Source: an optimization exercise on an open RTL-to-GDS flow (aim: small area, a short achievable clock period and few clock cycles). Production flows keep margins and buffers that such runs may drop. RTL that was checked went through simulation tests only; none was proved equivalent to the original. No functional check of the RTL was part of runs 1 and 2. Power and IR drop assume default switching activity.

`design/flow/design.v`:
```
module prf_crc_mul32 (
    input  wire [31:0] u,
    output wire [31:0] y
);
    assign y[0] = u[0] ^ u[6] ^ u[9] ^ u[10] ^ u[12] ^ u[16] ^ u[24] ^ u[25] ^ u[26] ^ u[28] ^ u[29] ^ u[30] ^ u[31];
    assign y[1] = u[0] ^ u[1] ^ u[6] ^ u[7] ^ u[9] ^ u[11] ^ u[12] ^ u[13] ^ u[16] ^ u[17] ^ u[24] ^ u[27] ^ u[28];
    assign y[2] = u[0] ^ u[1] ^ u[2] ^ u[6] ^ u[7] ^ u[8] ^ u[9] ^ u[13] ^ u[14] ^ u[16] ^ u[17] ^ u[18] ^ u[24] ^ u[26] ^ u[30] ^ u[31];
    assign y[3] = u[1] ^ u[2] ^ u[3] ^ u[7] ^ u[8] ^ u[9] ^ u[10] ^ u[14] ^ u[15] ^ u[17] ^ u[18] ^ u[19] ^ u[25] ^ u[27] ^ u[31];
    assign y[4] = u[0] ^ u[2] ^ u[3] ^ u[4] ^ u[6] ^ u[8] ^ u[11] ^ u[12] ^ u[15] ^ u[18] ^ u[19] ^ u[20] ^ u[24] ^ u[25] ^ u[29] ^ u[30] ^ u[31];
    assign y[5] = u[0] ^ u[1] ^ u[3] ^ u[4] ^ u[5] ^ u[6] ^ u[7] ^ u[10] ^ u[13] ^ u[19] ^ u[20] ^ u[21] ^ u[24] ^ u[28] ^ u[29];
    assign y[6] = u[1] ^ u[2] ^ u[4] ^ u[5] ^ u[6] ^ u[7] ^ u[8] ^ u[11] ^ u[14] ^ u[20] ^ u[21] ^ u[22] ^ u[25] ^ u[29] ^ u[30];
    assign y[7] = u[0] ^ u[2] ^ u[3] ^ u[5] ^ u[7] ^ u[8] ^ u[10] ^ u[15] ^ u[16] ^ u[21] ^ u[22] ^ u[23] ^ u[24] ^ u[25] ^ u[28] ^ u[29];
    assign y[8] = u[0] ^ u[1] ^ u[3] ^ u[4] ^ u[8] ^ u[10] ^ u[11] ^ u[12] ^ u[17] ^ u[22] ^ u[23] ^ u[28] ^ u[31];
    assign y[9] = u[1] ^ u[2] ^ u[4] ^ u[5] ^ u[9] ^ u[11] ^ u[12] ^ u[13] ^ u[18] ^ u[23] ^ u[24] ^ u[29];
    assign y[10] = u[0] ^ u[2] ^ u[3] ^ u[5] ^ u[9] ^ u[13] ^ u[14] ^ u[16] ^ u[19] ^ u[26] ^ u[28] ^ u[29] ^ u[31];
    assign y[11] = u[0] ^ u[1] ^ u[3] ^ u[4] ^ u[9] ^ u[12] ^ u[14] ^ u[15] ^ u[16] ^ u[17] ^ u[20] ^ u[24] ^ u[25] ^ u[26] ^ u[27] ^ u[28] ^ u[31];
    assign y[12] = u[0] ^ u[1] ^ u[2] ^ u[4] ^ u[5] ^ u[6] ^ u[9] ^ u[12] ^ u[13] ^ u[15] ^ u[17] ^ u[18] ^ u[21] ^ u[24] ^ u[27] ^ u[30] ^ u[31];
    assign y[13] = u[1] ^ u[2] ^ u[3] ^ u[5] ^ u[6] ^ u[7] ^ u[10] ^ u[13] ^ u[14] ^ u[16] ^ u[18] ^ u[19] ^ u[22] ^ u[25] ^ u[28] ^ u[31];
    assign y[14] = u[2] ^ u[3] ^ u[4] ^ u[6] ^ u[7] ^ u[8] ^ u[11] ^ u[14] ^ u[15] ^ u[17] ^ u[19] ^ u[20] ^ u[23] ^ u[26] ^ u[29];
    assign y[15] = u[3] ^ u[4] ^ u[5] ^ u[7] ^ u[8] ^ u[9] ^ u[12] ^ u[15] ^ u[16] ^ u[18] ^ u[20] ^ u[21] ^ u[24] ^ u[27] ^ u[30];
    assign y[16] = u[0] ^ u[4] ^ u[5] ^ u[8] ^ u[12] ^ u[13] ^ u[17] ^ u[19] ^ u[21] ^ u[22] ^ u[24] ^ u[26] ^ u[29] ^ u[30];
    assign y[17] = u[1] ^ u[5] ^ u[6] ^ u[9] ^ u[13] ^ u[14] ^ u[18] ^ u[20] ^ u[22] ^ u[23] ^ u[25] ^ u[27] ^ u[30] ^ u[31];
    assign y[18] = u[2] ^ u[6] ^ u[7] ^ u[10] ^ u[14] ^ u[15] ^ u[19] ^ u[21] ^ u[23] ^ u[24] ^ u[26] ^ u[28] ^ u[31];
    assign y[19] = u[3] ^ u[7] ^ u[8] ^ u[11] ^ u[15] ^ u[16] ^ u[20] ^ u[22] ^ u[24] ^ u[25] ^ u[27] ^ u[29];
    assign y[20] = u[4] ^ u[8] ^ u[9] ^ u[12] ^ u[16] ^ u[17] ^ u[21] ^ u[23] ^ u[25] ^ u[26] ^ u[28] ^ u[30];
    assign y[21] = u[5] ^ u[9] ^ u[10] ^ u[13] ^ u[17] ^ u[18] ^ u[22] ^ u[24] ^ u[26] ^ u[27] ^ u[29] ^ u[31];
    assign y[22] = u[0] ^ u[9] ^ u[11] ^ u[12] ^ u[14] ^ u[16] ^ u[18] ^ u[19] ^ u[23] ^ u[24] ^ u[26] ^ u[27] ^ u[29] ^ u[31];
    assign y[23] = u[0] ^ u[1] ^ u[6] ^ u[9] ^ u[13] ^ u[15] ^ u[16] ^ u[17] ^ u[19] ^ u[20] ^ u[26] ^ u[27] ^ u[29] ^ u[31];
    assign y[24] = u[1] ^ u[2] ^ u[7] ^ u[10] ^ u[14] ^ u[16] ^ u[17] ^ u[18] ^ u[20] ^ u[21] ^ u[27] ^ u[28] ^ u[30];
    assign y[25] = u[2] ^ u[3] ^ u[8] ^ u[11] ^ u[15] ^ u[17] ^ u[18] ^ u[19] ^ u[21] ^ u[22] ^ u[28] ^ u[29] ^ u[31];
    assign y[26] = u[0] ^ u[3] ^ u[4] ^ u[6] ^ u[10] ^ u[18] ^ u[19] ^ u[20] ^ u[22] ^ u[23] ^ u[24] ^ u[25] ^ u[26] ^ u[28] ^ u[31];
    assign y[27] = u[1] ^ u[4] ^ u[5] ^ u[7] ^ u[11] ^ u[19] ^ u[20] ^ u[21] ^ u[23] ^ u[24] ^ u[25] ^ u[26] ^ u[27] ^ u[29];
    assign y[28] = u[2] ^ u[5] ^ u[6] ^ u[8] ^ u[12] ^ u[20] ^ u[21] ^ u[22] ^ u[24] ^ u[25] ^ u[26] ^ u[27] ^ u[28] ^ u[30];
    assign y[29] = u[3] ^ u[6] ^ u[7] ^ u[9] ^ u[13] ^ u[21] ^ u[22] ^ u[23] ^ u[25] ^ u[26] ^ u[27] ^ u[28] ^ u[29] ^ u[31];
    assign y[30] = u[4] ^ u[7] ^ u[8] ^ u[10] ^ u[14] ^ u[22] ^ u[23] ^ u[24] ^ u[26] ^ u[27] ^ u[28] ^ u[29] ^ u[30];
    assign y[31] = u[5] ^ u[8] ^ u[9] ^ u[11] ^ u[15] ^ u[23] ^ u[24] ^ u[25] ^ u[27] ^ u[28] ^ u[29] ^ u[30] ^ u[31];
endmodule
module prf_frame_codec (
    input  wire        clk,
    input  wire        rst,
    input  wire        in_valid,
    output wire        in_ready,
    input  wire [1:0]  in_op,
    input  wire [4:0]  in_kind,
    input  wire [31:0] in_data,
    input  wire [2:0]  in_nbytes,
    input  wire        in_last,
    output reg         rsp_valid,
    input  wire        rsp_ready,
    output reg  [1:0]  rsp_status,
    output wire [31:0] rsp_crc,
    output wire [31:0] rsp_rcv,
    output wire [15:0] rsp_expected,
    output wire [15:0] rsp_actual
);
    localparam [1:0] OP_CRC32  = 2'd1;
    localparam [1:0] OP_DECODE = 2'd3;
    localparam [1:0] ST_OK       = 2'd0;
    localparam [1:0] ST_SIZE     = 2'd1;
    localparam [1:0] ST_CHECKSUM = 2'd2;
    reg        sk_v;
    reg [31:0] sk_data;
    reg [2:0]  sk_nb;
    reg        sk_last;
    reg [1:0]  sk_op;
    reg [4:0]  sk_kind;
    reg in_rdy;             
    assign in_ready = in_rdy;
    wire take = in_valid && in_rdy;
    wire [31:0] s_data = sk_v ? sk_data : in_data;
    wire [2:0]  s_nb   = sk_v ? sk_nb   : in_nbytes;
    wire        s_last = sk_v ? sk_last : in_last;
    wire [1:0]  s_op   = sk_v ? sk_op   : in_op;
    wire [4:0]  s_kind = sk_v ? sk_kind : in_kind;
    reg        q_v;
    reg [31:0] q_data;
    reg [2:0]  q_nb;
    reg        q_last;
    reg        q_first;
    reg [4:0]  q_k;         
    reg [4:0]  q_kc;        
    reg [4:0]  q_kf;        
    reg        first_n;     
    reg [3:0]  left;        
    reg        tx_chk;      
    reg        tx_dec;      
    reg [4:0]  tx_exp;      
    reg [4:0] s_size;
    reg [4:0] s_bsz;
    reg [4:0] s_k0;
    reg [3:0] s_rest;
    always @(*) begin
        case (s_kind)
            5'd0:  begin s_size = 5'd12; s_bsz = 5'd8; s_k0 = 5'b10000; s_rest = 4'd4; end
            5'd1:  begin s_size = 5'd11; s_bsz = 5'd7; s_k0 = 5'b10000; s_rest = 4'd3; end
            5'd2:  begin s_size = 5'd14; s_bsz = 5'd10; s_k0 = 5'b10000; s_rest = 4'd6; end
            5'd3:  begin s_size = 5'd13; s_bsz = 5'd9; s_k0 = 5'b10000; s_rest = 4'd5; end
            5'd4:  begin s_size = 5'd11; s_bsz = 5'd7; s_k0 = 5'b10000; s_rest = 4'd3; end
            5'd5:  begin s_size = 5'd10; s_bsz = 5'd6; s_k0 = 5'b10000; s_rest = 4'd2; end
            5'd6:  begin s_size = 5'd10; s_bsz = 5'd6; s_k0 = 5'b10000; s_rest = 4'd2; end
            5'd7:  begin s_size = 5'd9; s_bsz = 5'd5;  s_k0 = 5'b10000; s_rest = 4'd1; end
            5'd8:  begin s_size = 5'd8; s_bsz = 5'd4;  s_k0 = 5'b10000; s_rest = 4'd0; end
            5'd9:  begin s_size = 5'd6; s_bsz = 5'd2;  s_k0 = 5'b00100; s_rest = 4'd0; end
            5'd10: begin s_size = 5'd6; s_bsz = 5'd2;  s_k0 = 5'b00100; s_rest = 4'd0; end
            5'd11: begin s_size = 5'd7; s_bsz = 5'd3;  s_k0 = 5'b01000; s_rest = 4'd0; end
            5'd12: begin s_size = 5'd12; s_bsz = 5'd8; s_k0 = 5'b10000; s_rest = 4'd4; end
            5'd13: begin s_size = 5'd8; s_bsz = 5'd4;  s_k0 = 5'b10000; s_rest = 4'd0; end
            5'd14: begin s_size = 5'd5; s_bsz = 5'd1;  s_k0 = 5'b00010; s_rest = 4'd0; end
            5'd15: begin s_size = 5'd8; s_bsz = 5'd4;  s_k0 = 5'b10000; s_rest = 4'd0; end
            5'd16: begin s_size = 5'd5; s_bsz = 5'd1;  s_k0 = 5'b00010; s_rest = 4'd0; end
            5'd17: begin s_size = 5'd16; s_bsz = 5'd12; s_k0 = 5'b10000; s_rest = 4'd8; end
            5'd18: begin s_size = 5'd8; s_bsz = 5'd4;  s_k0 = 5'b10000; s_rest = 4'd0; end
            default: begin s_size = 5'd4; s_bsz = 5'd0; s_k0 = 5'b00001; s_rest = 4'd0; end
        endcase
    end
    wire [4:0] s_nb1h = {s_nb == 3'd4, s_nb == 3'd3, s_nb == 3'd2, s_nb == 3'd1, s_nb == 3'd0};
    wire       left_ge4 = left[3] || left[2];
    wire [4:0] left1h  = {left_ge4, !left_ge4 && left[1:0] == 2'd3, !left_ge4 && left[1:0] == 2'd2,
                          !left_ge4 && left[1:0] == 2'd1, !left_ge4 && left[1:0] == 2'd0};
    wire [4:0] s_k = first_n ? ((s_op == OP_DECODE) ? s_k0 : s_nb1h)
                             : (tx_dec ? left1h : s_nb1h);
    wire [3:0] s_left = first_n ? s_rest : (left_ge4 ? left - 4'd4 : 4'd0);
    reg [31:0] crc;
    reg [31:0] rcv;
    reg [15:0] count;
    wire proc = q_v && (!rsp_valid || rsp_ready);
    wire move = !q_v || proc;      
    wire [31:0] bd = {q_data[7:0], q_data[15:8], q_data[23:16], q_data[31:24]};
    wire [31:0] ud = ({32{q_k[4]}} & bd)
                   | ({32{q_k[3]}} & {8'd0,  bd[31:8]})
                   | ({32{q_k[2]}} & {16'd0, bd[31:16]})
                   | ({32{q_k[1]}} & {24'd0, bd[31:24]});
    wire [31:0] uc = ({32{q_kc[4]}} & crc)
                   | ({32{q_kc[3]}} & {8'd0,  crc[31:8]})
                   | ({32{q_kc[2]}} & {16'd0, crc[31:16]})
                   | ({32{q_kc[1]}} & {24'd0, crc[31:24]});
    wire [31:0] u  = uc ^ ud;
    wire [31:0] sh = ({32{q_kc[3]}} & {crc[7:0],  24'd0})
                   | ({32{q_kc[2]}} & {crc[15:0], 16'd0})
                   | ({32{q_kc[1]}} & {crc[23:0], 8'd0})
                   | ({32{q_kc[0]}} & crc)
                   | ({32{q_kf[0]}} & 32'hFFFFFFFF)
                   | ({32{q_kf[1]}} & 32'h4E08BFB4)
                   | ({32{q_kf[2]}} & 32'h00B7647D)
                   | ({32{q_kf[3]}} & 32'hB7647D00)
                   | ({32{q_kf[4]}} & 32'hC704DD7B);
    wire [31:0] m;
    prf_crc_mul32 u_mul (.u(u), .y(m));
    wire [31:0] crc_next = sh ^ m;
    reg [31:0] rcv_next;
    always @(*) begin
        case (q_nb)
            3'd1:    rcv_next = {q_data[7:0],  rcv[31:8]};
            3'd2:    rcv_next = {q_data[15:0], rcv[31:16]};
            3'd3:    rcv_next = {q_data[23:0], rcv[31:24]};
            3'd0:    rcv_next = rcv;
            default: rcv_next = q_data;
        endcase
    end
    wire [13:0] count_hi   = q_first ? 14'd0 : count[15:2];
    wire [15:0] count_next = {count_hi + {13'd0, q_nb[2]}, q_nb[1:0]};
    wire        size_bad   = tx_chk && (count_next != {11'd0, tx_exp});
    wire        sum_bad    = tx_dec && (crc != rcv_next);
    assign rsp_crc      = crc;
    assign rsp_rcv      = rcv;
    assign rsp_actual   = count;
    assign rsp_expected = {11'd0, rcv[4:0]};
    always @(posedge clk) begin
        if (rst) begin
            sk_v      <= 1'b0;
            in_rdy    <= 1'b1;
            q_v       <= 1'b0;
            first_n   <= 1'b1;
            rsp_valid <= 1'b0;
        end else begin
            if (move) begin
                sk_v   <= 1'b0;
                in_rdy <= 1'b1;
            end else if (take) begin
                sk_v   <= 1'b1;
                in_rdy <= 1'b0;
            end
            if (move)
                q_v <= sk_v || take;
            if (move && (sk_v || take))
                first_n <= s_last;
            if (proc)
                rsp_valid <= q_last;
            else if (rsp_ready)
                rsp_valid <= 1'b0;
        end
    end
    always @(posedge clk) begin
        if (in_rdy) begin
            sk_data <= in_data;
            sk_nb   <= in_nbytes;
            sk_last <= in_last;
            sk_op   <= in_op;
            sk_kind <= in_kind;
        end
        if (move && (sk_v || take)) begin
            q_data  <= s_data;
            q_nb    <= s_nb;
            q_last  <= s_last;
            q_first <= first_n;
            q_k     <= s_k;
            q_kc    <= first_n ? 5'd0 : s_k;
            q_kf    <= first_n ? s_k : 5'd0;
            left    <= s_left;
            if (first_n) begin
                tx_chk <= (s_op != OP_CRC32);
                tx_dec <= (s_op == OP_DECODE);
                tx_exp <= (s_op == OP_DECODE) ? s_size : s_bsz;
            end
        end
        if (proc) begin
            crc   <= crc_next;
            rcv   <= rcv_next;
            count <= count_next;
            if (q_last) begin
                if (size_bad)
                    rcv[4:0] <= tx_exp;
                rsp_status <= size_bad ? ST_SIZE : (sum_bad ? ST_CHECKSUM : ST_OK);
            end
        end
    end
endmodule
```
`design/flow/flow/run.sh`:
```
#!/bin/bash
# Layout: the standard ORFS flow (standard.sh), with plain buffers on the
# ports and timing repair aimed below the clock period.
set -euo pipefail
source flow/settings.sh
bash standard.sh "${EXTRA[@]}" finish > make_finish.log 2>&1
```
`design/flow/flow/settings.sh`:
```
EXTRA=(
  "BUFFER_PORTS_ARGS=-buffer_cell sky130_fd_sc_hd__buf_2"
  "SETUP_SLACK_MARGIN=6.9"
  "TNS_END_PERCENT=0"
)
```
`design/flow/standard.sh`:
```
#!/bin/bash
# synth_recipe.tcl (not shown) runs the flow's synth.tcl, then flattens the netlist and writes it again
# the make line also repeats each setting of config.mk as NAME=value (left out here)
make -C /OpenROAD-flow-scripts/flow DESIGN_CONFIG=/design/flow/config.mk WORK_HOME=/design/flow/orfs CLKGATE_MAP_FILE= SYNTH_SCRIPT=/design/flow/synth_recipe.tcl "${@:-finish}"
```
`design/flow/config.mk`:
```
export PLATFORM = sky130hd
export DESIGN_NAME = prf_frame_codec
export DESIGN_NICKNAME = prf_frame_codec
export VERILOG_FILES = /design/flow/design.v
export SDC_FILE = /design/flow/constraint.sdc
export NUM_CORES = 4
export LEC_CHECK = 0
export CAP_MARGIN = 20
export CORE_MARGIN = 2
export CORE_UTILIZATION = 40
export SLEW_MARGIN = 20
```
`design/flow/constraint.sdc`:
```
create_clock -name core_clock -period 10.0 [get_ports {clk}]
set_input_delay 2.0000 -clock core_clock [delete_from_list [all_inputs] [get_ports {clk}]]
set_output_delay 2.0000 -clock core_clock [all_outputs]
set_load 0.01 [all_outputs]
```
==> impl_metrics.env, run 1 <==
export IMPL_reg2reg_from="q_k[4]$_DFFE_PP_"
export IMPL_drc_errors=0
export IMPL_drtIter0Drc=1344
export IMPL_clk_pin_slew_worst_paths_ns=0.07
export IMPL_critical_path_top_delay_family="flip-flops"
export IMPL_status="timing/DRC/antenna clean"
export IMPL_fillers=2922
export IMPL_antenna_found_initial=0
export IMPL_netlist_area_mm2=0.0130
export IMPL_synthFlopType="edfxtp_1"
export IMPL_dpl_hpwl_um=29900
export IMPL_cts_sinks=192
export IMPL_required_ns=8.00
export IMPL_relSlewSlack=0.306
export IMPL_finalHoldViolCount=0
export IMPL_start_util=0.408
export IMPL_portBuffers=135
export IMPL_max_freq_ghz=0.297
export IMPL_cts_buffers=17
export IMPL_grt_overflow=0
export IMPL_hold_buffers=0
export IMPL_post_route_min_period_ns=3.36
export IMPL_grt_max_degree=82
export IMPL_antennaDiodeCount=0
export IMPL_crit_slowest_cell="edfxtp_1"
export IMPL_crit_path_end_kind="output port"
export IMPL_clock_path_buffers=2
export IMPL_cts_root_buf="clkbuf_16"
export IMPL_synth_seq_cells=192
export IMPL_cts_htree_levels=4
export IMPL_routedWlPerCell_um=25.7
export IMPL_grt_setup_unrepaired="true"
export IMPL_gp_congestion=0.956
export IMPL_final_nets=1248
export IMPL_grt_first_pass_wirelength_um=61200
export IMPL_finalClockSkew_ns=0.0135
export IMPL_drt_wl_total_um=41400
export IMPL_syn_to_final_growth_pct=15.8
export IMPL_ant_nets=0
export IMPL_peakVddDrop_uv=234
export IMPL_rrSetupSlack_ns=6.71
export IMPL_period_share=0.336
export IMPL_crit_arrival_ns=1.36
export IMPL_drv_cap=0
export IMPL_hold_path_startpoint="sk_data[15]$_DFFE_PP_"
export IMPL_final_cell_count_no_fill=1609
export IMPL_drive_gt1_frac=0.290
export IMPL_r2r_cells=8
export IMPL_rows=65
export IMPL_die_area_mm2=0.0338
export IMPL_routed_via_density=5.90
export IMPL_whs_endpoint="q_data[15]$_DFFE_PP_"
export IMPL_path_class="flop to output port"
export IMPL_start_kind="flop"
export IMPL_final_cell_mix="xnor2_1 (195), edfxtp_1 (187), buf_2 (135), xor2_1 (102), mux2_2 (62)"
export IMPL_hold_ws_ns=0.551
export IMPL_core_area_mm2=0.0317
export IMPL_finalSetupViolations=0
export IMPL_tightest_slew_ns=1.04
export IMPL_synth_edff_count=187
export IMPL_min_path_cells=1
export IMPL_avgSynthCellArea_um2=12.3
export IMPL_cp_num_buf_inv=1
export IMPL_cts_tree="yes"
export IMPL_yosysWarnings=1
export IMPL_track_usage=0.248
export IMPL_hold_path_class="flop to flop"
export IMPL_syn_inst=1049
export IMPL_die_y_um=184
export IMPL_final_common_cell="xnor2_1"
export IMPL_worstPathMaxFanout=7
export IMPL_grt_pass1_vias=9256
export IMPL_num_vias=9497
export IMPL_fin_setup_tns_ns=0
export IMPL_drv_slew=0
export IMPL_synth_distinct_cells=56
export IMPL_p_per_area_mw_per_mm2=401
export IMPL_numPlacedInstances=1554
export IMPL_fp_dieW_um=184
export IMPL_power_leakage_uw=0.00538
export IMPL_critPathMaxStageDelay_ns=0.69
export IMPL_r2r_end="crc[14]$_DFFE_PP_"
export IMPL_finalPower_uw=6010
export IMPL_seq_area_frac_synth=0.441
export IMPL_async_flop_share=0
export IMPL_dr_pass1_iters=7
export IMPL_crit_chain="buf_2"
export IMPL_design_portCount=147
export IMPL_clkLatencyLatePin_ns=0.46
[metal layers]
layer | wire, um | GRT usage | vias to the layer above
met2 | 18400 | 0.371 | 503
met4 | 1330 | 0.0966 | 0
met3 | 3920 | 0.0590 | 97
li1 | - | - | 4172
met5 | 0 | 0 | -
met1 | 17800 | 0.347 | 4725
[Yosys cell counts (all sizes together) (10+ instances only)]
cell type	count	area, um2
mux2	62	698
buf	33	213
a21oi	22	110
mux2i	18	180
nor3	10	50.1
a22o	16	140
xnor2	206	1830
edfxtp	187	5620
nand2	50	188
nor4	17	106
o21ai	10	50.1
nor2	36	135
mux4	32	721
a221oi	26	234
clkbuf	27	101
a22oi	35	263
a222oi	18	180
inv	18	67.6
nand3	24	120
xor2	121	1150
[worst register-to-register path: stages (launching register included)]
cell and delay (ns):
edfxtp_1 0.36, buf_4 0.25, a22o_1 0.29, a221oi_1 0.64
xnor2_2 0.28, xor3_1 0.56, xnor2_1 0.26, xnor3_1 0.27
xnor2_1 0.13
[power breakdown]
part	switching [uW]	total [uW]	internal, uW
Clock	335	712	377
Combinational	1880	3730	1860
Sequential	284	1560	1280
Total	2500	6010	3510
[registers in the layout, indices dropped and copies added (netlist names), 2 cells and up]
signal      cells
q_k             4
rsp_status      2
q_nb            3
count          16
sk_nb           3
q_data         32
q_kf            5
sk_kind         5
tx_exp          5
sk_data        32
crc            32
left            4
rcv            32
sk_op           2
q_kc            5
[cell type report]
type                            instances  area [um2]  share of cell area
Multi-Input combinational cell        789        7090               0.473
Sequential cell                       192        5720               0.381
Timing Repair Buffer                  176        1010              0.0673
Tap cell                              402         503              0.0335
Clock buffer                           17         425              0.0284
Clock inverter                         15         179              0.0119
Inverter                               18        67.6             0.00451
[worst max path at each step]
| stage | cells past startpoint | start | end |
|---|---|---|---|
| after floorplan | 3 | rsp_ready | rsp_status[0]$_SDFFCE_PP1P_ |
| after CTS | 1 | crc[28]$_DFFE_PP_ | rsp_crc[28] |
| final | 1 | crc[3]$_DFFE_PP_ | rsp_crc[3] |
| after detailed placement | 7 | in_op[0] | q_k[4]$_DFFE_PP_ |
| after global placement | 7 | in_kind[4] | q_k[1]$_DFFE_PP_ |
| after global routing | 8 | q_kc[4]$_SDFFCE_PP0P_ | crc[0]$_DFFE_PP_ |
[stage by stage]
| stage | cell area (um2) | worst slack, ns | utilization |
|---|---|---|---|
| 5_1_grt | 15000 | 6.61 | 0.473 |
| 2_1_floorplan | 13000 | 6.13 | - |
| 3_3_place_gp | 14000 | 6.14 | 0.442 |
| 3_5_place_dp | 14000 | 6.12 | 0.442 |
| 4_1_cts | 14800 | 6.63 | 0.465 |
| 6_report | 15000 | 6.64 | 0.473 |
[logic make-up (layout without fill, tap and decap cells)]
| kind of cell | count (synthesis) | count (layout) | synth area share |
|---|---|---|---|
| simple gates | 172 | 172 | 0.0641 |
| other cells | 1 | 11 | 0.000290 |
| xor+xnor | 335 | 335 | 0.244 |
| compound gates | 152 | 152 | 0.0907 |
| fa+ha+maj | 7 | 7 | 0.00676 |
| buf+inv | 78 | 226 | 0.0295 |
| mux | 112 | 112 | 0.123 |
| flops | 192 | 192 | 0.441 |
[timing repair]
action	in CTS	in global routing
pin swaps	2	2
buffers inserted	8	15
endpoints found under the setup margin	152	134
resized for setup	9	18
==> inputs of run 2 (changes only) <==
--- a/design/flow/design.v
+++ b/design/flow/design.v
@@ -121,7 +121,7 @@
                              : (tx_dec ? left1h : s_nb1h);
     wire [3:0] s_left = first_n ? s_rest : (left_ge4 ? left - 4'd4 : 4'd0);
     reg [31:0] crc;
-    reg [31:0] rcv;
+    reg [31:0] rcv;         
     reg [15:0] count;
     wire proc = q_v && (!rsp_valid || rsp_ready);
     wire move = !q_v || proc;      
==> design/flow/flow/settings.sh (replaced) <==
EXTRA=(
  "BUFFER_PORTS_ARGS=-buffer_cell sky130_fd_sc_hd__buf_1"
  "SETUP_SLACK_MARGIN=6.9"
  "TNS_END_PERCENT=0"
)
==> impl_metrics.env, run 2 <==
export IMPL_yosys_top_cells_count="xnor2_1 (203), edfxtp_1 (187), xor2_1 (109)"
export IMPL_final_cell_mix="xnor2_1 (195), edfxtp_1 (187), buf_1 (135), xor2_1 (100), mux2_2 (62)"
export IMPL_synthXorXnorAreaFrac=0.244
export IMPL_period_share=0.341
export IMPL_worstPathMaxFanout=13
export IMPL_finalSetupViolations=0
export IMPL_peakVddDrop_uv=222
export IMPL_fin_setup_tns_ns=0
export IMPL_fillers=2913
export IMPL_track_usage=0.238
export IMPL_start_util=0.408
export IMPL_portBuffers=135
export IMPL_final_cell_count_no_fill=1603
export IMPL_synth_largest_area_cell="edfxtp_1"
export IMPL_final_common_cell="xnor2_1"
export IMPL_antennaDiodeCount=0
export IMPL_dr_pass1_iters=6
export IMPL_hold_buffers=0
export IMPL_crit_arrival_ns=3.59
export IMPL_routed_via_density=5.91
export IMPL_final_area_mm2=0.0148
export IMPL_synth_most_common_cell="xnor2_1"
export IMPL_hold_path_class="flop to flop"
export IMPL_cts_tree="yes"
export IMPL_seq_area_frac_synth=0.441
export IMPL_netlist_area_mm2=0.0130
export IMPL_power_leakage_uw=0.00499
export IMPL_clock_path_buffers=2
export IMPL_synthFlopType="edfxtp_1"
export IMPL_drive_gt1_frac=0.175
export IMPL_drt_wl_total_um=40300
export IMPL_drv_slew=0
export IMPL_rrSetupSlack_ns=6.59
export IMPL_finalHoldViolCount=0
export IMPL_synth_simple_gate_area_frac=0.0641
export IMPL_crit_path_end_kind="flop"
export IMPL_drtIter0Drc=1214
export IMPL_design_portCount=147
export IMPL_finalClockSkew_ns=0.0173
export IMPL_syn_inst=1049
export IMPL_die_area_mm2=0.0338
export IMPL_avgSynthCellArea_um2=12.3
export IMPL_synth_distinct_cells=56
export IMPL_synth_top_family_by_area="XOR/XNOR gates"
export IMPL_cts_htree_levels=4
export IMPL_crit_start="q_k[3]$_DFFE_PP_"
export IMPL_grt_first_pass_wirelength_um=58700
export IMPL_cts_sinks=192
export IMPL_synth_edff_count=187
export IMPL_cts_root_buf="clkbuf_16"
export IMPL_synth_compound_area_frac=0.0907
export IMPL_rows=65
export IMPL_placed_area_mm2=0.0138
export IMPL_async_flop_share=0
export IMPL_dpl_hpwl_um=29200
export IMPL_finalPower_uw=6050
export IMPL_synth_top_area_frac=0.434
export IMPL_relSlewSlack=0.299
export IMPL_grt_setup_unrepaired="true"
export IMPL_path_class="flop to flop"
export IMPL_final_nets=1242
export IMPL_synth_area_top_cells="edfxtp_1 (43%), xnor2_1 (14%), xor2_1 (7.4%)"
export IMPL_routedWlPerCell_um=25.1
export IMPL_finish_utilization=0.467
export IMPL_numPlacedInstances=1551
export IMPL_synthAdderAreaFrac=0.00676
export IMPL_synthMuxAreaShare=0.123
export IMPL_tightest_slew_ns=1.04
export IMPL_clkLatencyLatePin_ns=0.45
export IMPL_syn_to_final_growth_pct=14.4
export IMPL_required_ns=10.18
export IMPL_status="timing/DRC/antenna clean"
export IMPL_max_freq_ghz=0.293
export IMPL_gp_congestion=0.946
export IMPL_grt_max_degree=82
export IMPL_drv_cap=0
export IMPL_p_per_area_mw_per_mm2=409
export IMPL_r2r_cells=7
export IMPL_antenna_found_initial=0
export IMPL_cts_buffers=17
export IMPL_grt_overflow=0
export IMPL_drc_errors=0
export IMPL_r2r_end="crc[20]$_DFFE_PP_"
export IMPL_yosysWarnings=1
export IMPL_num_vias=9478
export IMPL_core_area_mm2=0.0317
export IMPL_ant_nets=0
export IMPL_reg2reg_from="q_k[3]$_DFFE_PP_"
export IMPL_clk_pin_slew_worst_paths_ns=0.07
export IMPL_grt_pass1_vias=9000
export IMPL_crit_end="crc[20]$_DFFE_PP_"
export IMPL_post_route_min_period_ns=3.41
export IMPL_die_y_um=184
export IMPL_fp_dieW_um=184
export IMPL_start_kind="flop"
export IMPL_synth_seq_cells=192
## run 2: through the flow
| step | setup WS (ns) | hold slack (ns) |
|---|---|---|
| floorplan | 6.13 | 0.424 |
| global placement | 6.22 | 0.431 |
| detailed placement | 6.17 | 0.447 |
| CTS | 6.63 | 0.454 |
| global route | 6.62 | 0.462 |
| finish | 6.59 | 0.452 |
## run 2: logic make-up after synthesis
logic type	count (synthesis)
multiplexers	112
AO/OA/AOI/OAI	152
buffers and inverters	78
AND/OR/NAND/NOR	172
XOR/XNOR	335
adder cells (fa/ha/maj)	7
other	1
flip-flops	192
## run 2: power breakdown
group	switching [uW]	leakage (uW)	internal, uW
Sequential	286	0.00188	1280
Clock	335	0.000303	406
Combinational	1900	0.00281	1850
## run 2: layout make-up
cell class / instances / area [um2] / share of cell area
Multi-Input combinational cell: 789 / 7090 / 0.478
Inverter: 18 / 67.6 / 0.00456
Sequential cell: 192 / 5720 / 0.386
Tap cell: 402 / 503 / 0.0340
Clock inverter: 13 / 199 / 0.0134
Timing Repair Buffer: 170 / 806 / 0.0544
Clock buffer: 19 / 433 / 0.0292
## run 2: worst min path at each step
stage / startpoint / to / slack [ns] / cells past startpoint
floorplan: q_nb[0]$_DFFE_PP_ / count[0]$_DFFE_PP_ / 0.42 / 0
global placement: q_nb[0]$_DFFE_PP_ / count[0]$_DFFE_PP_ / 0.43 / 0
detailed placement: q_nb[0]$_DFFE_PP_ / count[0]$_DFFE_PP_ / 0.45 / 0
CTS: q_nb[0]$_DFFE_PP_ / count[0]$_DFFE_PP_ / 0.45 / 0
global route: q_nb[0]$_DFFE_PP_ / count[0]$_DFFE_PP_ / 0.46 / 0
finish: q_nb[0]$_DFFE_PP_ / count[0]$_DFFE_PP_ / 0.45 / 0
## run 2: routing by layer
layer,GRT usage,part of all wire,up-vias
met3,0.0576,0.096,87
li1,-,-,4148
met5,0,0,-
met4,0.0822,0.033,0
met2,0.354,0.44,522
met1,0.338,0.43,4721
## run 2: worst max-delay path: stages (launching register included)
cell and delay (ns):
edfxtp_1 0.72, buf_4 0.33, a22oi_1 0.11, xnor2_1 0.83
xnor2_1 0.37, xnor2_1 0.27, xnor2_1 0.39, xnor2_1 0.12
## run 2: repair_timing
action	4_1_cts	5_1_grt
endpoints found under the hold margin	0	0
setup endpoints to repair	172	124
gates resized for setup	7	17
setup buffers	3	16
pin swaps	0	5
==> inputs of run 3 (changes only) <==
--- a/design/flow/design.v
+++ b/design/flow/design.v
@@ -121,8 +121,9 @@
                              : (tx_dec ? left1h : s_nb1h);
     wire [3:0] s_left = first_n ? s_rest : (left_ge4 ? left - 4'd4 : 4'd0);
     reg [31:0] crc;
-    reg [31:0] rcv;         
+    reg [31:0] rcv;
     reg [15:0] count;
+    reg [4:0]  r_exp;
     wire proc = q_v && (!rsp_valid || rsp_ready);
     wire move = !q_v || proc;      
     wire [31:0] bd = {q_data[7:0], q_data[15:8], q_data[23:16], q_data[31:24]};
@@ -164,7 +165,7 @@
     assign rsp_crc      = crc;
     assign rsp_rcv      = rcv;
     assign rsp_actual   = count;
-    assign rsp_expected = {11'd0, rcv[4:0]};
+    assign rsp_expected = {11'd0, r_exp};
     always @(posedge clk) begin
         if (rst) begin
             sk_v      <= 1'b0;
@@ -218,8 +219,7 @@
             rcv   <= rcv_next;
             count <= count_next;
             if (q_last) begin
-                if (size_bad)
-                    rcv[4:0] <= tx_exp;
+                r_exp      <= tx_exp;
                 rsp_status <= size_bad ? ST_SIZE : (sum_bad ? ST_CHECKSUM : ST_OK);
             end
         end
==> design/flow/flow/settings.sh (replaced) <==
EXTRA=(
  "BUFFER_PORTS_ARGS=-buffer_cell sky130_fd_sc_hd__buf_1"
  "SETUP_SLACK_MARGIN=6.9"
  "TNS_END_PERCENT=0"
  "CTS_BUF_LIST=sky130_fd_sc_hd__clkbuf_8"
)
==> impl_metrics.env, run 3 <==
export IMPL_syn_to_final_growth_pct=13.9
export IMPL_drv_cap=0
export IMPL_reg2reg_from="q_nb[1]$_DFFE_PP_"
export IMPL_syn_inst=1029
export IMPL_critPathMaxStageDelay_ns=0.63
export IMPL_avgSynthCellArea_um2=12.5
export IMPL_r2r_cells=8
export IMPL_post_route_min_period_ns=3.32
export IMPL_final_common_cell="xnor2_1"
export IMPL_clk_pin_slew_worst_paths_ns=0.11
export IMPL_grt_pass1_vias=8669
export IMPL_routedWlPerCell_um=22.4
export IMPL_gp_congestion=0.944
export IMPL_grt_first_pass_wirelength_um=53700
export IMPL_min_path_cells=0
export IMPL_portBuffers=135
export IMPL_cts_buffers=17
export IMPL_drt_wl_total_um=35900
export IMPL_power_leakage_uw=0.00487
export IMPL_numPlacedInstances=1540
export IMPL_cts_tree="yes"
export IMPL_crit_arrival_ns=1.32
export IMPL_fp_dieW_um=183
export IMPL_core_area_mm2=0.0316
export IMPL_synth_edff_count=192
export IMPL_cp_num_buf_inv=1
export IMPL_p_per_area_mw_per_mm2=390
export IMPL_tightest_slew_ns=1.03
export IMPL_finalHoldViolCount=0
export IMPL_track_usage=0.213
export IMPL_final_cell_mix="xnor2_1 (202), edfxtp_1 (192), buf_1 (135), xor2_1 (111), mux2_2 (66)"
export IMPL_drive_gt1_frac=0.187
export IMPL_final_nets=1243
export IMPL_synthFlopType="edfxtp_1"
export IMPL_synth_area_top_cells="edfxtp_1 (45%), xnor2_1 (14%), xor2_1 (8.0%)"
export IMPL_whs_endpoint="r_exp[0]$_DFFE_PP_"
export IMPL_crit_slowest_cell="edfxtp_1"
export IMPL_worstPathMaxFanout=7
export IMPL_rows=65
export IMPL_finalClockSkew_ns=0.0160
export IMPL_status="timing/DRC/antenna clean"
export IMPL_start_kind="flop"
export IMPL_cts_root_buf="clkbuf_8"
export IMPL_yosys_top_cells_count="xnor2_1 (209), edfxtp_1 (192), xor2_1 (117)"
export IMPL_required_ns=8.00
export IMPL_final_cell_count_no_fill=1604
export IMPL_dpl_hpwl_um=26700
export IMPL_path_class="flop to output port"
export IMPL_seq_area_frac_synth=0.457
export IMPL_synth_top_area_frac=0.449
export IMPL_cts_htree_levels=4
export IMPL_design_portCount=147
export IMPL_hold_ws_ns=0.486
export IMPL_synth_distinct_cells=52
export IMPL_grt_max_degree=58
export IMPL_relSlewSlack=0.310
export IMPL_die_area_mm2=0.0336
export IMPL_netlist_area_mm2=0.0128
export IMPL_clkLatencyLatePin_ns=0.49
export IMPL_drtIter0Drc=920
export IMPL_synth_seq_cells=197
export IMPL_yosysWarnings=1
export IMPL_synth_largest_area_cell="edfxtp_1"
export IMPL_crit_path_end_kind="output port"
export IMPL_r2r_end="rsp_status[1]$_SDFFCE_PP0P_"
export IMPL_fin_setup_tns_ns=0
export IMPL_crit_chain="buf_1"
export IMPL_grt_overflow=0
export IMPL_antenna_found_initial=0
export IMPL_peakVddDrop_uv=218
export IMPL_antennaDiodeCount=0
export IMPL_clock_path_buffers=2
export IMPL_hold_path_class="flop to flop"
export IMPL_max_freq_ghz=0.301
export IMPL_async_flop_share=0
export IMPL_start_util=0.407
export IMPL_cts_sinks=197
export IMPL_routed_via_density=5.62
export IMPL_drc_errors=0
export IMPL_die_y_um=183
export IMPL_rrSetupSlack_ns=6.79
export IMPL_critical_path_top_delay_family="flip-flops"
export IMPL_drv_slew=0
export IMPL_finalSetupViolations=0
export IMPL_period_share=0.332
export IMPL_dr_pass1_iters=6
export IMPL_num_vias=9019
export IMPL_ant_nets=0
export IMPL_synth_most_common_cell="xnor2_1"
export IMPL_grt_setup_unrepaired="true"
export IMPL_finalPower_uw=5710
export IMPL_hold_path_startpoint="tx_exp[0]$_DFFE_PP_"
-- run 3: power by group --
| group | internal [uW] | switching [uW] |
|---|---|---|
| Sequential | 1300 | 208 |
| Clock | 208 | 315 |
| Combinational | 1790 | 1890 |
-- run 3: stage by stage --
| step | utilization | cell area (um2) | setup slack, ns |
|---|---|---|---|
| 2_1_floorplan | - | 12900 | 5.99 |
| 3_3_place_gp | 0.437 | 13800 | 5.87 |
| 3_5_place_dp | 0.437 | 13800 | 5.82 |
| 4_1_cts | 0.453 | 14300 | 6.61 |
| 5_1_grt | 0.464 | 14600 | 6.63 |
| 6_report | 0.464 | 14600 | 6.68 |
-- run 3: how the worst max path moves through the flow --
stage	from	slack (ns)	depth (start not counted)	to
after floorplan	rsp_ready	5.99	3	r_exp[0]$_DFFE_PP_
after global placement	rsp_ready	5.87	6	rsp_status[1]$_SDFFCE_PP0P_
after detailed placement	rsp_ready	5.82	6	rsp_status[0]$_SDFFCE_PP1P_
after CTS	q_k[4]$_DFFE_PP_	6.61	8	crc[5]$_DFFE_PP_
after global routing	crc[27]$_DFFE_PP_	6.63	1	rsp_crc[27]
final	crc[23]$_DFFE_PP_	6.68	1	rsp_crc[23]
-- run 3: cell families after synthesis --
kind of cell,Yosys count,share of synthesized area
DFF,197,0.457
adders and majority gates,7,0.00682
xor gates and xnor gates,338,0.239
other,1,0.000292
muxes,106,0.120
AOI/OAI and AO/OA,147,0.0903
buffers and inverters,66,0.0246
and+or+nand+nor,167,0.0619
-- run 3: repair_timing --
item	CTS	global route
setup buffers	4	28
endpoints found under the setup margin	170	139
pin swaps	1	2
gates cloned	0	0
resized for setup	10	17
hold buffers	0	0
-- run 3: area by class of cell --
type	instances	area (um2)
fill	2935	16900
multi-input combinational	776	6890
sequential	197	5870
timing repair buffer	188	945
tap	402	503
clock buffer	17	234
clock inverter	15	163
inverter	9	33.8
-- run 3: layer usage --
| metal | wire [um] | track usage |
|---|---|---|
| met1 | 16400 | 0.314 |
| met2 | 15700 | 0.310 |
| met3 | 2690 | 0.0405 |
| met4 | 1080 | 0.0819 |
| met5 | 0 | 0 |
Testbench counts of run 3, summed over its fixed seeds: cycles 12,333.
==> inputs of run 4 (changes only) <==
==> design/flow/flow/settings.sh (replaced) <==
EXTRA=(
  "BUFFER_PORTS_ARGS=-buffer_cell sky130_fd_sc_hd__buf_1"
  "SETUP_SLACK_MARGIN=6.9"
  "TNS_END_PERCENT=0"
)
==> impl_metrics.env, run 4 <==
export IMPL_min_path_cells=0
export IMPL_fin_setup_tns_ns=0
export IMPL_cts_sinks=197
export IMPL_syn_to_final_growth_pct=15.4
export IMPL_cts_tree="yes"
export IMPL_avgSynthCellArea_um2=12.5
export IMPL_drc_errors=0
export IMPL_reg2reg_from="q_k[3]$_DFFE_PP_"
export IMPL_routedWlPerCell_um=22.5
export IMPL_setup_ws_ns=6.72
export IMPL_drtIter0Drc=980
export IMPL_design_portCount=147
export IMPL_drv_slew=0
export IMPL_cts_htree_levels=4
export IMPL_clock_path_buffers=2
export IMPL_power_leakage_uw=0.00494
export IMPL_final_cell_mix="xnor2_1 (198), edfxtp_1 (192), buf_1 (135), xor2_1 (110), mux2_2 (66)"
export IMPL_cp_num_buf_inv=1
export IMPL_hold_path_startpoint="tx_exp[0]$_DFFE_PP_"
export IMPL_drt_wl_total_um=35800
export IMPL_rows=65
export IMPL_ant_nets=0
export IMPL_die_area_mm2=0.0336
export IMPL_r2r_cells=8
export IMPL_start_kind="flop"
export IMPL_hold_path_class="flop to flop"
export IMPL_path_class="flop to output port"
export IMPL_dr_pass1_iters=6
export IMPL_critical_path_top_delay_family="flip-flops"
export IMPL_core_area_mm2=0.0316
export IMPL_num_vias=8984
export IMPL_path_depth=1
export IMPL_antennaDiodeCount=0
export IMPL_grt_first_pass_wirelength_um=53900
export IMPL_synth_most_common_cell="xnor2_1"
export IMPL_fp_dieW_um=183
export IMPL_clk_pin_slew_worst_paths_ns=0.08
export IMPL_synthFlopType="edfxtp_1"
export IMPL_final_area_mm2=0.0148
export IMPL_crit_slowest_cell="edfxtp_1"
export IMPL_antenna_found_initial=0
export IMPL_crit_start="crc[18]$_DFFE_PP_"
export IMPL_peakVddDrop_uv=220
export IMPL_synth_area_top_cells="edfxtp_1 (45%), xnor2_1 (14%), xor2_1 (8.0%)"
export IMPL_finalSetupViolations=0
export IMPL_synth_edff_count=192
export IMPL_dpl_hpwl_um=26700
export IMPL_final_common_cell="xnor2_1"
export IMPL_netlist_area_mm2=0.0128
export IMPL_yosysWarnings=1
export IMPL_routed_via_density=5.64
export IMPL_gp_congestion=0.944
export IMPL_grt_setup_unrepaired="true"
export IMPL_p_per_area_mw_per_mm2=398
export IMPL_crit_path_end_kind="output port"
export IMPL_clkLatencyLatePin_ns=0.44
export IMPL_post_route_min_period_ns=3.28
export IMPL_relSlewSlack=0.306
export IMPL_track_usage=0.213
export IMPL_drive_gt1_frac=0.186
export IMPL_finalHoldViolCount=0
export IMPL_async_flop_share=0
export IMPL_die_y_um=183
export IMPL_cts_buffers=17
export IMPL_period_share=0.328
export IMPL_status="timing/DRC/antenna clean"
export IMPL_grt_max_degree=58
export IMPL_crit_arrival_ns=1.28
export IMPL_start_util=0.407
export IMPL_drv_cap=0
export IMPL_seq_area_frac_synth=0.457
export IMPL_grt_pass1_vias=8660
export IMPL_finalPower_uw=5900
export IMPL_critPathMaxStageDelay_ns=0.64
export IMPL_yosys_top_cells_count="xnor2_1 (209), edfxtp_1 (192), xor2_1 (117)"
export IMPL_tightest_slew_ns=1.03
export IMPL_crit_chain="buf_1"
export IMPL_dp_slack_ns=5.82
export IMPL_synth_seq_cells=197
export IMPL_syn_inst=1029
export IMPL_portBuffers=135
export IMPL_worstPathMaxFanout=7
export IMPL_hold_ws_ns=0.482
export IMPL_required_ns=8.00
export IMPL_grt_overflow=0
export IMPL_finalClockSkew_ns=0.00974
export IMPL_max_freq_ghz=0.305
export IMPL_cts_root_buf="clkbuf_16"
export IMPL_placed_area_mm2=0.0138
export IMPL_hold_buffers=0
export IMPL_synth_top_area_frac=0.449
export IMPL_final_nets=1233
export IMPL_synth_distinct_cells=52
export IMPL_synth_largest_area_cell="edfxtp_1"
==> run 4: cell type report <==
cell class                      instances  area [um2]
Timing Repair Buffer                  178         886
Clock inverter                         15         163
Tap cell                              402         503
Inverter                                9        33.8
Sequential cell                       197        5870
Multi-Input combinational cell        776        6950
Clock buffer                           17         425
Fill cell                            2899       16700
==> run 4: worst paths after layout <==
check / endpoint / slack (ns)
worst min-delay path: r_exp[0]$_DFFE_PP_ / 0.48
worst min register to register: r_exp[0]$_DFFE_PP_ / 0.48
worst max-delay path: rsp_crc[18] / 6.72
worst max register to register: crc[6]$_DFFE_PP_ / 6.78
==> run 4: metrics by stage <==
| step | util | cells |
|---|---|---|
| finish | 0.470 | 1594 |
| detailed placement | 0.437 | 1540 |
| global route | 0.470 | 1594 |
| global placement | 0.437 | 1540 |
| floorplan | - | 1039 |
| CTS | 0.462 | 1578 |
==> run 4: repair_timing <==
item / 4_1_cts / 5_1_grt
setup buffers: 6 / 16
cloned: 0 / 0
pin swaps: 2 / 1
gates resized for setup: 18 / 20
setup endpoints to repair: 141 / 113
==> run 4: logic make-up after synthesis <==
family | synth area share
buffers and inverters | 0.0246
xor gates and xnor gates | 0.239
AOI/OAI and AO/OA | 0.0903
adders and majority gates | 0.00682
muxes | 0.120
and+or+nand+nor | 0.0619
DFF | 0.457
other | 0.000292
==> run 4: where the power goes <==
| part | switching, uW | internal [uW] | total (uW) | leakage, uW |
|---|---|---|---|---|
| Combinational | 1860 | 1800 | 3650 | 0.00273 |
| Sequential | 253 | 1300 | 1560 | 0.00193 |
| Clock | 338 | 355 | 693 | 0.000286 |
==> run 4: layer usage <==
metal | vias up | share of wire | global-route usage
met5 | - | 0 | 0
met4 | 0 | 0.030 | 0.0813
met3 | 68 | 0.079 | 0.0429
met2 | 456 | 0.44 | 0.307
met1 | 4358 | 0.45 | 0.317
li1 | 4102 | - | -
==> inputs of run 5 (changes only) <==
==> design/flow/flow/settings.sh (replaced) <==
EXTRA=(
  "BUFFER_PORTS_ARGS=-buffer_cell sky130_fd_sc_hd__buf_1"
  "SETUP_SLACK_MARGIN=7.05"
  "TNS_END_PERCENT=0"
)
==> impl_metrics.env, run 5 <==
export IMPL_gp_congestion=0.944
export IMPL_rrSetupSlack_ns=6.97
export IMPL_synth_top_area_frac=0.449
export IMPL_cts_tree="yes"
export IMPL_drv_slew=0
export IMPL_fp_dieW_um=183
export IMPL_tightest_slew_ns=0.994
export IMPL_drt_wl_total_um=36800
export IMPL_critPathMaxStageDelay_ns=0.27
export IMPL_power_leakage_uw=0.00532
export IMPL_combPwrFrac=0.659
export IMPL_post_route_min_period_ns=3.11
export IMPL_routed_via_density=5.59
export IMPL_path_class="input port to flop"
export IMPL_p_switching_uw=2490
export IMPL_worstPathMaxFanout=5
export IMPL_portBuffers=135
export IMPL_core_area_mm2=0.0316
export IMPL_p_per_area_mw_per_mm2=390
export IMPL_cts_root_buf="clkbuf_16"
export IMPL_max_freq_ghz=0.321
export IMPL_final_cell_mix="xnor2_1 (194), edfxtp_1 (192), buf_1 (131), xor2_1 (100), buf_4 (98)"
export IMPL_design_portCount=147
export IMPL_grt_pass1_vias=8971
export IMPL_finalClockSkew_ns=0.00914
export IMPL_clock_path_buffers=2
export IMPL_syn_to_final_growth_pct=20.9
export IMPL_syn_inst=1029
export IMPL_synth_edff_count=192
export IMPL_relSlewSlack=0.335
export IMPL_synth_most_common_cell="xnor2_1"
export IMPL_crit_arrival_ns=3.31
export IMPL_crit_start="in_kind[1]"
export IMPL_synth_largest_area_cell="edfxtp_1"
export IMPL_clk_pin_slew_worst_paths_ns=0.07
export IMPL_r2r_end="crc[11]$_DFFE_PP_"
export IMPL_start_kind="input port"
export IMPL_r2r_cells=8
export IMPL_start_util=0.407
export IMPL_peakVddDrop_uv=215
export IMPL_async_flop_share=0
export IMPL_antenna_found_initial=0
export IMPL_finalHoldViolCount=0
export IMPL_ant_nets=0
export IMPL_hold_path_class="flop to flop"
export IMPL_die_area_mm2=0.0336
export IMPL_final_common_cell="xnor2_1"
export IMPL_cts_htree_levels=4
export IMPL_pwr_share_clk=0.114
export IMPL_crit_end="q_k[2]$_DFFE_PP_"
export IMPL_drv_cap=0
export IMPL_routedWlPerCell_um=22.2
export IMPL_finalSetupViolations=0
export IMPL_avgSynthCellArea_um2=12.5
export IMPL_rows=65
export IMPL_drc_errors=0
export IMPL_track_usage=0.218
export IMPL_switching_share=0.411
export IMPL_antennaDiodeCount=0
export IMPL_intPower_uw=3570
export IMPL_synth_area_top_cells="edfxtp_1 (45%), xnor2_1 (14%), xor2_1 (8.0%)"
export IMPL_grt_overflow=0
export IMPL_cts_buffers=17
export IMPL_status="timing/DRC/antenna clean"
export IMPL_hold_buffers=0
export IMPL_synthFlopType="edfxtp_1"
export IMPL_die_y_um=183
export IMPL_drive_gt1_frac=0.251
export IMPL_grt_max_degree=58
export IMPL_finish_utilization=0.492
export IMPL_fin_setup_tns_ns=0
export IMPL_grt_first_pass_wirelength_um=55000
export IMPL_crit_chain="buf_2 > mux2i_4 > buf_4 > ha_4 > nand4_1 > o31ai_1 > and2_1 > or2_2"
export IMPL_clkLatencyLatePin_ns=0.45
export IMPL_reg2reg_from="q_kc[4]$_SDFFCE_PP0P_"
export IMPL_required_ns=10.19
export IMPL_drtIter0Drc=959
export IMPL_crit_path_end_kind="flop"
export IMPL_dr_pass1_iters=6
export IMPL_netlist_area_mm2=0.0128
export IMPL_crit_slowest_cell="or2_2"
export IMPL_cts_sinks=197
export IMPL_grt_setup_unrepaired="true"
export IMPL_synth_seq_cells=197
export IMPL_yosysWarnings=1
export IMPL_seq_area_frac_synth=0.457
export IMPL_period_share=0.311
export IMPL_num_vias=9263
export IMPL_dpl_hpwl_um=26700
export IMPL_synth_distinct_cells=52
export IMPL_p_seq_frac=0.227
export IMPL_yosys_top_cells_count="xnor2_1 (209), edfxtp_1 (192), xor2_1 (117)"
export IMPL_final_nets=1297
run 5: changes by cell type in the layout (fill, tap and decap cells not counted), sizes merged:
cell | previous run | this run
buf | 178 | 239
clkbuf | 17 | 20
run 5: stage by stage:
stage | std cells | setup WS, ns | power, uW | hold slack (ns) | instance area [um2]
2_1_floorplan | 1039 | 5.99 | 4250 | 0.424 | 12900
3_5_place_dp | 1540 | 5.82 | 5070 | 0.462 | 13800
6_report | 1658 | 6.89 | 6050 | 0.479 | 15500
5_1_grt | 1658 | 6.82 | 6430 | 0.487 | 15500
4_1_cts | 1634 | 6.86 | 5990 | 0.482 | 15100
3_3_place_gp | 1540 | 5.87 | 5060 | 0.456 | 13800
run 5: layer usage:
layer	part of all wire	track usage
met1	0.45	0.322
met2	0.44	0.317
met3	0.076	0.0407
met4	0.033	0.0845
met5	0	0
run 5: cell families after synthesis:
logic type | after synthesis | share of synthesized area
xor+xnor | 338 | 0.239
flops | 197 | 0.457
simple gates | 167 | 0.0619
compound gates | 147 | 0.0903
mux | 106 | 0.120
buf+inv | 66 | 0.0246
fa+ha+maj | 7 | 0.00682
other cells | 1 | 0.000292
run 5: repair_timing:
action / in CTS / in global routing
buffers inserted: 62 / 24
gates resized for setup: 41 / 39
pin swaps: 5 / 6
endpoints found under the setup margin: 199 / 155
run 5: worst min path at each step:
stage	from	endpoint	slack, ns	depth (start not counted)
after floorplan	q_nb[0]$_DFFE_PP_	count[0]$_DFFE_PP_	0.42	0
after global placement	tx_exp[0]$_DFFE_PP_	r_exp[0]$_DFFE_PP_	0.46	0
after detailed placement	tx_exp[0]$_DFFE_PP_	r_exp[0]$_DFFE_PP_	0.46	0
after CTS	tx_exp[2]$_DFFE_PP_	r_exp[2]$_DFFE_PP_	0.48	0
after global routing	tx_exp[0]$_DFFE_PP_	r_exp[0]$_DFFE_PP_	0.49	0
final	tx_exp[0]$_DFFE_PP_	r_exp[0]$_DFFE_PP_	0.48	0
run 5: final cells by class:
class | instances | area, um2
fill | 2863 | 16000
multi-input combinational | 776 | 7150
sequential | 197 | 5870
timing repair buffer | 242 | 1400
tap | 402 | 503
clock buffer | 17 | 425
clock inverter | 15 | 163
inverter | 9 | 33.8
run 5: worst max-delay path, delay by kind of cell:
kind | cells | cell delay [ns]
compound gates | 1 | 0.07
mux | 1 | 0.19
fa+ha+maj | 1 | 0.22
simple gates | 3 | 0.55
buf+inv | 2 | 0.28
run 5: power by group through the flow:
stage	Combinational [uW]	Clock, uW	Sequential, uW
5_1_grt	4290	742	1390
6_report	3990	693	1370
4_1_cts	3910	710	1380
2_1_floorplan	2760	0	1490
3_3_place_gp	3480	0	1580
3_5_place_dp	3490	0	1580
==> inputs of run 6 (changes only) <==
==> design/flow/flow/settings.sh (replaced) <==
EXTRA=(
  "BUFFER_PORTS_ARGS=-buffer_cell sky130_fd_sc_hd__buf_1"
  "SETUP_SLACK_MARGIN=7.05"
  "TNS_END_PERCENT=0"
  "CTS_BUF_LIST=sky130_fd_sc_hd__clkbuf_8"
)
==> impl_metrics.env, run 6 <==
export IMPL_status="timing/DRC/antenna clean"
export IMPL_final_common_cell="xnor2_1"
export IMPL_max_freq_ghz=0.317
export IMPL_p_per_area_mw_per_mm2=386
export IMPL_core_area_mm2=0.0316
export IMPL_synth_area_top_cells="edfxtp_1 (45%), xnor2_1 (14%), xor2_1 (8.0%)"
export IMPL_die_area_mm2=0.0336
export IMPL_fp_dieW_um=183
export IMPL_seq_area_mm2=0.00587
export IMPL_dp_slack_ns=5.82
export IMPL_netlist_area_mm2=0.0128
export IMPL_multi_input_area_mm2=0.00705
export IMPL_final_area_mm2=0.0152
export IMPL_finalSetupViolations=0
export IMPL_fin_setup_tns_ns=0
export IMPL_cts_tree="yes"
export IMPL_synthFlopType="edfxtp_1"
export IMPL_ant_nets=0
export IMPL_portBuffers=135
export IMPL_worstPathMaxFanout=4
export IMPL_hold_buffers=0
export IMPL_synthXorXnorAreaFrac=0.239
export IMPL_r2r_cells=8
export IMPL_final_cell_mix="xnor2_1 (198), edfxtp_1 (192), buf_1 (131), xor2_1 (103), buf_4 (88)"
export IMPL_drc_errors=0
export IMPL_synth_top_area_frac=0.449
export IMPL_synthMuxAreaShare=0.120
export IMPL_hold_path_class="flop to flop"
export IMPL_dpl_hpwl_um=26700
export IMPL_crit_path_end_kind="flop"
export IMPL_track_usage=0.217
export IMPL_rows=65
export IMPL_tightest_slew_ns=1.05
export IMPL_critPathMaxStageDelay_ns=0.26
export IMPL_grt_pass1_vias=8890
export IMPL_synthAdderAreaFrac=0.00682
export IMPL_setup_ws_ns=6.85
export IMPL_cts_buffers=17
export IMPL_drv_slew=0
export IMPL_final_nets=1286
export IMPL_synth_distinct_cells=52
export IMPL_avgSynthCellArea_um2=12.5
export IMPL_die_y_um=183
export IMPL_seq_area_frac_synth=0.457
export IMPL_clkLatencyLatePin_ns=0.49
export IMPL_post_route_min_period_ns=3.15
export IMPL_antennaDiodeCount=0
export IMPL_peakVddDrop_uv=216
export IMPL_finish_utilization=0.480
export IMPL_design_portCount=147
export IMPL_synth_edff_count=192
export IMPL_start_kind="input port"
export IMPL_finalHoldViolCount=0
export IMPL_num_vias=9220
export IMPL_antenna_found_initial=0
export IMPL_syn_to_final_growth_pct=17.9
export IMPL_crit_chain="clkbuf_2 > mux2i_4 > inv_1 > ha_1 > a32oi_2 > nor2_1 > o21a_1 > or2_2"
export IMPL_path_class="input port to flop"
export IMPL_routed_via_density=5.60
export IMPL_crit_arrival_ns=3.39
export IMPL_clk_pin_slew_worst_paths_ns=0.10
export IMPL_async_flop_share=0
export IMPL_fillers=2907
export IMPL_drv_cap=0
export IMPL_min_path_cells=0
export IMPL_synth_largest_area_cell="edfxtp_1"
export IMPL_drt_wl_total_um=36300
export IMPL_drtIter0Drc=987
export IMPL_period_share=0.315
export IMPL_grt_first_pass_wirelength_um=54700
export IMPL_syn_inst=1029
export IMPL_dr_pass1_iters=6
export IMPL_cts_htree_levels=4
export IMPL_synth_compound_area_frac=0.0903
export IMPL_relSlewSlack=0.298
export IMPL_drive_gt1_frac=0.232
export IMPL_grt_overflow=0
export IMPL_power_leakage_uw=0.00514
export IMPL_synth_simple_gate_area_frac=0.0619
export IMPL_placed_area_mm2=0.0138
export IMPL_required_ns=10.24
export IMPL_hold_ws_ns=0.483
export IMPL_start_util=0.407
export IMPL_cts_root_buf="clkbuf_8"
export IMPL_yosys_top_cells_count="xnor2_1 (209), edfxtp_1 (192), xor2_1 (117)"
export IMPL_synth_seq_cells=197
export IMPL_synth_most_common_cell="xnor2_1"
export IMPL_finalClockSkew_ns=0.0149
export IMPL_crit_slowest_cell="or2_2"
export IMPL_grt_setup_unrepaired="true"
export IMPL_routedWlPerCell_um=22.0
export IMPL_cts_sinks=197
export IMPL_grt_max_degree=58
export IMPL_clock_path_buffers=2
export IMPL_yosysWarnings=1
export IMPL_synth_top_family_by_area="XOR/XNOR gates"
export IMPL_gp_congestion=0.944
## run 6: cell counts after synthesis
No cell type changed its count.
## run 6: power by group
part,switching [uW],internal (uW)
Clock,315,208
Combinational,2070,1890
Sequential,74.6,1300
Total,2460,3390
## run 6: path summary, 6_finish.rpt
kind                         startpoint                  to  slack [ns]
hold reg to reg     tx_exp[0]$_DFFE_PP_  r_exp[0]$_DFFE_PP_        0.48
hold / removal      tx_exp[0]$_DFFE_PP_  r_exp[0]$_DFFE_PP_        0.48
setup reg to reg  q_kc[4]$_SDFFCE_PP0P_   crc[11]$_DFFE_PP_        6.93
setup / recovery             in_kind[1]    q_k[1]$_DFFE_PP_        6.85
## run 6: worst max-delay path: cells and delay by family
family          cells  cell delay [ns]
mux                 1             0.20
compound gates      2             0.40
fa+ha+maj           1             0.25
buf+inv             2             0.20
simple gates        2             0.33
## run 6: layout make-up
| cell class | count | area share |
|---|---|---|
| multi-input combinational | 776 | 0.465 |
| inverter | 9 | 0.00223 |
| timing repair buffer | 231 | 0.0860 |
| clock buffer | 17 | 0.0154 |
| clock inverter | 15 | 0.0107 |
| tap | 402 | 0.0332 |
| sequential | 197 | 0.387 |
## run 6: layer usage
metal | global-route usage | vias to the layer above | part of all wire
li1 | - | 4208 | -
met1 | 0.319 | 4529 | 0.46
met2 | 0.317 | 421 | 0.44
met3 | 0.0407 | 62 | 0.076
met4 | 0.0822 | 0 | 0.028
met5 | 0 | - | 0
## run 6: kinds of logic (layout without fill, tap and decap cells)
kind of cell    Yosys count  in the layout
other cells               1             11
buf+inv                  66            272
simple gates            167            167
xor+xnor                338            338
fa+ha+maj                 7              7
compound gates          147            147
mux                     106            106
flops                   197            197
## run 6: metrics by stage
stage	total power [uW]	cells
after CTS	5780	1622
after global routing	6220	1647
after detailed placement	5070	1540
after floorplan	4250	1039
after global placement	5060	1540
final	5850	1647
## run 6: repair_timing
item,4_1_cts,5_1_grt
gates cloned,0,0
setup buffers,50,25
endpoints found under the hold margin,0,0
gates resized for setup,36,24
endpoints found under the setup margin,198,150
pin swaps,5,1
==> inputs of run 7 (changes only) <==
==> design/flow/flow/settings.sh (replaced) <==
EXTRA=(
  "BUFFER_PORTS_ARGS=-buffer_cell sky130_fd_sc_hd__buf_1"
  "SETUP_SLACK_MARGIN=7.05"
  "TNS_END_PERCENT=0"
  "CTS_BUF_LIST=sky130_fd_sc_hd__clkbuf_8"
  "CORE_UTILIZATION=55"
)
--- a/design/flow/config.mk
+++ b/design/flow/config.mk
@@ -7,5 +7,5 @@
 export LEC_CHECK = 0
 export CAP_MARGIN = 20
 export CORE_MARGIN = 2
-export CORE_UTILIZATION = 40
+export CORE_UTILIZATION = 55
 export SLEW_MARGIN = 20
==> impl_metrics.env, run 7 <==
export IMPL_status="timing/DRC/antenna clean"
export IMPL_final_area_mm2=0.0151
export IMPL_seq_area_frac_synth=0.457
export IMPL_synth_edff_count=192
export IMPL_cts_htree_levels=4
export IMPL_portBuffers=135
export IMPL_rows=55
export IMPL_num_vias=9312
export IMPL_async_flop_share=0
export IMPL_worstPathMaxFanout=6
export IMPL_drc_errors=0
export IMPL_finalHoldViolCount=0
export IMPL_drv_cap=0
export IMPL_antenna_found_initial=0
export IMPL_start_kind="flop"
export IMPL_grt_pass1_vias=8900
export IMPL_crit_path_end_kind="flop"
export IMPL_synth_area_top_cells="edfxtp_1 (45%), xnor2_1 (14%), xor2_1 (8.0%)"
export IMPL_clock_path_buffers=2
export IMPL_dr_pass1_iters=6
export IMPL_netlist_area_mm2=0.0128
export IMPL_routedWlPerCell_um=22.5
export IMPL_finalClockSkew_ns=0.0187
export IMPL_start_util=0.564
export IMPL_peakVddDrop_uv=297
export IMPL_fillers=1828
export IMPL_avgSynthCellArea_um2=12.5
export IMPL_multi_input_area_mm2=0.00705
export IMPL_drt_wl_total_um=35400
export IMPL_cts_sinks=197
export IMPL_ant_nets=0
export IMPL_period_share=0.313
export IMPL_placed_area_mm2=0.0137
export IMPL_finalSetupViolations=0
export IMPL_gp_congestion=0.979
export IMPL_syn_inst=1029
export IMPL_synth_top_area_frac=0.449
export IMPL_p_per_area_mw_per_mm2=382
export IMPL_yosysWarnings=1
export IMPL_final_cell_mix="xnor2_1 (199), edfxtp_1 (192), buf_1 (132), buf_4 (104), xor2_1 (103)"
export IMPL_drive_gt1_frac=0.240
export IMPL_syn_to_final_growth_pct=17.7
export IMPL_cts_buffers=17
export IMPL_clkLatencyLatePin_ns=0.48
export IMPL_required_ns=10.21
export IMPL_synth_largest_area_cell="edfxtp_1"
export IMPL_hold_path_class="flop to flop"
export IMPL_design_portCount=147
export IMPL_tightest_slew_ns=1.02
export IMPL_clk_pin_slew_worst_paths_ns=0.11
export IMPL_fp_dieW_um=157
export IMPL_grt_setup_unrepaired="true"
export IMPL_drv_slew=0
export IMPL_dpl_hpwl_um=25400
export IMPL_yosys_top_cells_count="xnor2_1 (209), edfxtp_1 (192), xor2_1 (117)"
export IMPL_hold_buffers=0
export IMPL_max_freq_ghz=0.319
export IMPL_synth_distinct_cells=52
export IMPL_cts_tree="yes"
export IMPL_core_area_mm2=0.0228
export IMPL_synth_most_common_cell="xnor2_1"
export IMPL_grt_overflow=0
export IMPL_synthFlopType="edfxtp_1"
export IMPL_relSlewSlack=0.318
export IMPL_routed_via_density=5.92
export IMPL_antennaDiodeCount=0
export IMPL_cts_root_buf="clkbuf_8"
export IMPL_final_common_cell="xnor2_1"
export IMPL_final_nets=1301
export IMPL_post_route_min_period_ns=3.13
export IMPL_power_leakage_uw=0.00519
export IMPL_seq_area_mm2=0.00587
export IMPL_r2r_cells=7
export IMPL_fin_setup_tns_ns=0
export IMPL_min_path_cells=0
export IMPL_path_class="flop to flop"
export IMPL_die_y_um=157
export IMPL_drtIter0Drc=1111
export IMPL_crit_arrival_ns=3.35
export IMPL_die_area_mm2=0.0246
export IMPL_synth_seq_cells=197
export IMPL_grt_max_degree=58
export IMPL_grt_first_pass_wirelength_um=53600
export IMPL_track_usage=0.295
[run 7: timing repair]
action / CTS / global route
gates resized for setup: 36 / 22
pin swaps: 5 / 6
setup buffers: 68 / 23
setup endpoints to repair: 199 / 197
[run 7: logic make-up (layout without fill, tap and decap cells)]
logic type | Yosys count | after routing | share of synthesized area
buf+inv | 66 | 287 | 0.0246
other cells | 1 | 11 | 0.000292
flops | 197 | 197 | 0.457
xor+xnor | 338 | 338 | 0.239
simple gates | 167 | 167 | 0.0619
fa+ha+maj | 7 | 7 | 0.00682
compound gates | 147 | 147 | 0.0903
mux | 106 | 106 | 0.120
[run 7: final timing paths]
path / from / end / slack (ns)
max reg2reg: q_k[2]$_DFFE_PP_ / crc[11]$_DFFE_PP_ / 6.87
max: q_k[2]$_DFFE_PP_ / crc[11]$_DFFE_PP_ / 6.87
min reg2reg: tx_exp[0]$_DFFE_PP_ / r_exp[0]$_DFFE_PP_ / 0.48
min: tx_exp[0]$_DFFE_PP_ / r_exp[0]$_DFFE_PP_ / 0.48
[run 7: through the flow]
| step | setup slack, ns | instances | util | hold slack (ns) | power [uW] |
|---|---|---|---|---|---|
| floorplan | 5.99 | 1039 | - | 0.424 | 4250 |
| global placement | 5.97 | 1450 | 0.601 | 0.465 | 4970 |
| detailed placement | 5.91 | 1450 | 0.601 | 0.462 | 5020 |
| CTS | 6.87 | 1550 | 0.651 | 0.474 | 5720 |
| global route | 6.83 | 1573 | 0.664 | 0.509 | 6110 |
| finish | 6.87 | 1573 | 0.664 | 0.482 | 5780 |
[run 7: cell type report]
cell class              instances  area share
multi-input cells             776       0.466
flip-flops and latches        197       0.388
repair buffers                246      0.0927
well taps                     313      0.0259
clock buffers                  17      0.0155
clock inverters                15     0.00927
inverters                       9     0.00223
[run 7: where the power goes]
group | leakage [uW] | internal, uW | total [uW] | switching (uW)
sequential | 0.00193 | 1300 | 1370 | 76.0
clock | 0.000195 | 183 | 502 | 318
combinational | 0.00307 | 1890 | 3900 | 2010
[run 7: per-layer routing]
layer  part of all wire  vias to the layer above  GRT usage
li1                   -                     4236          -
met1               0.44                     4517      0.433
met2               0.44                      478      0.437
met3              0.079                       81     0.0523
met4              0.038                        0      0.111
met5                  0                        -          0
[run 7: worst max-delay path: stages, from the launching register on]
cell	delay [ns]
edfxtp_1	0.55
a22o_1	0.29
a221oi_1	0.46
xor2_2	0.44
xor2_1	0.33
xnor2_1	0.24
xor2_1	0.44
xnor2_1	0.13

Setup slack of run 7, layout unchanged: 6.866 ns with ideal ports, 6.839 ns with driving cells assumed (clock clkbuf_16, inputs buf_2), 6.408 ns with port delays also shifted by the 0.515 ns mid clock arrival.
